This is an optimization exercise on Yosys and OpenROAD, whose aim is a short achievable clock period and few clock cycles per item, not a production implementation. Power figures rest on the tool's default switching activity, not on a simulated workload.

## run E
Design consolls_core, start of the top module:
module consolls_core (
    input  wire        clk,
    input  wire        rst,
    input  wire        step_valid,
    output wire        step_ready,
    output wire        done,
    output reg         halted,
    output reg  [2:0]  cause,
    output reg  [15:0] fault_ip,
    output reg  [15:0] info,
    output reg  [2:0]  info_n,
    output reg         mem_req,
    output reg         mem_we,
    output reg  [15:0] mem_addr,
    output reg  [7:0]  mem_wdata,
    input  wire        mem_ready,
    input  wire [7:0]  mem_rdata
);
Size in the first run: ~6,400 cells after synthesis, ~500 flip-flops, ~79 I/O pins.
clock: 28.0 ns
lec_check: 0
cap_margin: 20
core_margin: 2
core_utilization: 40
slew_margin: 20
standard.sh (not shown) runs the stock make flow with config.mk's settings and CLKGATE_MAP_FILE= SYNTH_SCRIPT=/design/flow/synth_recipe.tcl, a recipe that flattens the netlist after the stock synthesis.
==> flow/flow/run.sh <==
#!/bin/bash
set -euo pipefail
bash standard.sh SETUP_SLACK_MARGIN=23 finish > standard_flow.log 2>&1
What run C does differently from run E at the input level:
diff --git a/flow/design.v b/flow/design.v
--- a/flow/design.v
+++ b/flow/design.v
@@ -132,19 +132,19 @@
     wire dx_direct = ((d_get & pone[J_PH]) | (d_jump & pone[J_F1H])) & use_x & ~iss[J_XL];
     wire dp_direct = ((d_get & pone[J_F1H]) | (d_set & pone[J_F2H])) & use_p & ~iss[J_PL];
     reg [14:0] need;
     reg [14:0] rdy;
     always @(*) begin
         need = 15'd0;
         rdy  = 15'd0;
         need[J_R0]  = 1'b1;               rdy[J_R0]  = 1'b1;
         need[J_R1]  = 1'b1;               rdy[J_R1]  = 1'b1;
-        need[J_T]   = 1'b1;               rdy[J_T]   = ipv & (ip[15:14] == 2'b00);
+        need[J_T]   = 1'b1;               rdy[J_T]   = ipv;
         need[J_F1L] = ~clsv | (~d_bad & d_w3);
         need[J_F1H] = ~clsv | (~d_bad & d_w3);
         need[J_F2L] = go & d_w5;
         need[J_F2H] = go & d_w5;
         need[J_F3L] = go & d_w7;
         need[J_F3H] = go & d_w7;
         rdy[J_F1L]  = ipv & fa1_in;
         rdy[J_F1H]  = ipv & fa1_in;
         rdy[J_F2L]  = ipv & fa1_in;
@@ -314,21 +314,18 @@
                       d_mul ? prodv :
                       d_cmp ? (xall & yall) :
                       d_bin ? (vld[J_XL] & vld[J_YL]) :
                       d_setv ? vld[J_F2L] :
                       vld[J_XL];
     wire res_hi_rdy = d_div ? dv_done :
                       d_mul ? prodv :
                       d_setv ? vld[J_F2H] :
                       (xall & (yall | ~use_y));
-    wire wd_direct_ok = ~d_wide &
-        (((d_and | d_or | d_xor) & pone[J_YL] & vld[J_XL]) |
-         ((d_not | d_lsh | d_rsh | d_copy | d_get) & pone[J_XL]));
     reg [15:0] newip;
     reg        nl_known, nh_known;
     always @(*) begin
         newip = nip;
         nl_known = 1'b1;
         nh_known = 1'b1;
         if (d_jumpv) begin
             newip = f1;
             nl_known = vld[J_F1L];
@@ -337,25 +334,24 @@
             newip = x;
             nl_known = vld[J_XL];
             nh_known = xall;
         end else if (d_cjump) begin
             if (x_eq_y) newip = f3;
             nl_known = xall & yall & fv3;
             nh_known = xall & yall & fv3;
         end
     end
-    reg         nx_req, nx_we, nx_fin, nx_wait, nx_wd_direct;
+    reg         nx_req, nx_we, nx_fin, nx_wait;
     reg  [NJ-1:0] nx;      
     reg         found;
     integer j, jj;
     always @(*) begin
         nx_req = 1'b0; nx_we = 1'b0; nx_fin = 1'b0; nx_wait = 1'b0;
-        nx_wd_direct = 1'b0;
         nx = {NJ{1'b0}};
         found = 1'b0;
         if (hnext && hjob[J_WRH] && !res_hi_rdy) begin
             found = 1'b1;
             nx_wait = 1'b1;
         end else if (hnext) begin
             found = 1'b1;
             nx = hjob;
             nx_we = hjob[J_WRH];
@@ -379,21 +375,20 @@
             if (!iss[J_WIL] && !(nl_known && newip[7:0] == ip[7:0])) begin
                 if (nl_known) begin
                     found = 1'b1; nx[J_WIL] = 1'b1; nx_req = 1'b1;
                 end
             end else if (!iss[J_WIH] && !(nh_known && newip[15:8] == ip[15:8])) begin
                 if (nh_known) begin
                     found = 1'b1; nx[J_WIH] = 1'b1; nx_req = 1'b1;
                 end
             end else if (dst_en && !iss[J_WRL]) begin
-                if (res_lo_rdy || wd_direct_ok) begin
+                if (res_lo_rdy) begin
                     found = 1'b1; nx[J_WRL] = 1'b1; nx_req = 1'b1;
-                    nx_wd_direct = !res_lo_rdy;
                 end
             end else if (!(dst_en && d_wide && !iss[J_WRH]))
                 nx_fin = 1'b1;
         end
     end
     wire nx_l = nx[J_XL] | nx[J_YL] | nx[J_PL];
     wire nx_h = nx[J_XH] | nx[J_YH] | nx[J_PH] | nx[J_WRH];
     wire nx_f = nx[J_F1L] | nx[J_F1H] | nx[J_F2L] | nx[J_F2H] | nx[J_F3L] | nx[J_F3H];
     reg [15:0] nx_addr;
@@ -417,28 +412,18 @@
     wire [7:0] rd_lo = t_direct ? ip[7:0] :
                        dx_direct ? (d_get ? p[7:0] : f1[7:0]) :
                                    (d_get ? f1[7:0] : f2[7:0]);
     wire nx_hn = (nx[J_XL] & use_x2) | (nx[J_YL] & use_y2) | nx[J_PL] |
                  (nx[J_WRL] & d_wide);
     wire [NJ-1:0] nx_hjob = {nx[J_WRL], 3'b000, nx[J_PL], 1'b0, nx[J_YL], 1'b0,
                              nx[J_XL], 10'd0};
     wire [7:0] rbyte = pfwd ? (psel ? nip[15:8] : nip[7:0]) : mem_rdata;
     wire slot = !mem_req || mem_ready;
-    reg [7:0] wd_direct;
-    always @(*) begin
-        wd_direct = rbyte;                       
-        if (d_and) wd_direct = x[7:0] & rbyte;
-        if (d_or)  wd_direct = x[7:0] | rbyte;
-        if (d_xor) wd_direct = x[7:0] ^ rbyte;
-        if (d_not) wd_direct = ~rbyte;
-        if (d_lsh) wd_direct = rbyte << f2[3:0];
-        if (d_rsh) wd_direct = rbyte >> f2[3:0];
-    end
     always @(posedge clk) begin
         if (rst) begin
             st_idle  <= 1'b1;
             st_run   <= 1'b0;
             st_done  <= 1'b0;
             clr      <= 1'b1;
             halted   <= 1'b0;
             cause    <= C_NONE;
             fault_ip <= 16'd0;
@@ -497,19 +482,19 @@
             p        <= 16'd0;
             clsv     <= 1'b0;
             dv_busy  <= 1'b0;
             dv_done  <= 1'b0;
         end else begin
             clsv <= vld[J_T] | pone[J_T];
             if (slot && !nx_wait) begin
                 mem_we    <= nx_we;
                 mem_addr  <= rd_direct ? {rbyte, rd_lo} : nx_addr;
-                mem_wdata <= nx_wd_direct ? wd_direct : nx_wdata;
+                mem_wdata <= nx_wdata;
                 rone      <= t_direct ? (19'd1 << J_T) : nx;
                 hnext     <= nx_hn & ~t_direct;
                 hjob      <= nx_hjob;
                 iss       <= iss | (t_direct ? (19'd1 << J_T) : nx);
                 if (t_direct)
                     fa <= {mem_rdata, ip[7:0]};
                 else if (nx[J_T] | nx_f)
                     fa <= nx_addr;
             end
## What came out
- Run C improves on run E in wire length of the first global-routing pass.
- Changes observed in run C relative to run E: clock share of power rose 0.9 points, cell area after synthesis -3.6%, maximum resistive drop on vdd dropped 24%, via count now smaller.
No run of this note included a check of the RTL's function; only the layout flow was run.

static timing again, ports no longer ideal:
In the flow no input, the clock included, has a driving cell. The finished layouts below were timed again as built, in two steps. Step 1 (the two cells are an assumption about what drives the block):
set clk [get_ports {clk}]
set_driving_cell -lib_cell sky130_fd_sc_hd__clkbuf_16 $clk
set_driving_cell -lib_cell sky130_fd_sc_hd__buf_2 [delete_from_list [all_inputs] $clk]
Step 2 also shifts input and output timing later by t, the mid clock arrival at the registers, as if the neighbouring blocks saw the same clock. Slacks: no drivers / after step 1 / after step 2; pairs: no drivers / after step 1.
run | t (ns) | slack for setup (ns) | worst register clock-pin slew, ns | worst data-port slew with drivers (ns)
run E | 0.806 | 21.128 / 21.044 / 20.376 | 0.07 / 0.07 | 0.58
run C | 0.762 | 21.173 / 21.092 / 20.951 | 0.07 / 0.07 | 0.11
After both steps every run listed still meets setup and hold. The setup slack of run E, which loses most, moves by -0.084 ns with the drivers and by -0.752 ns with both steps.
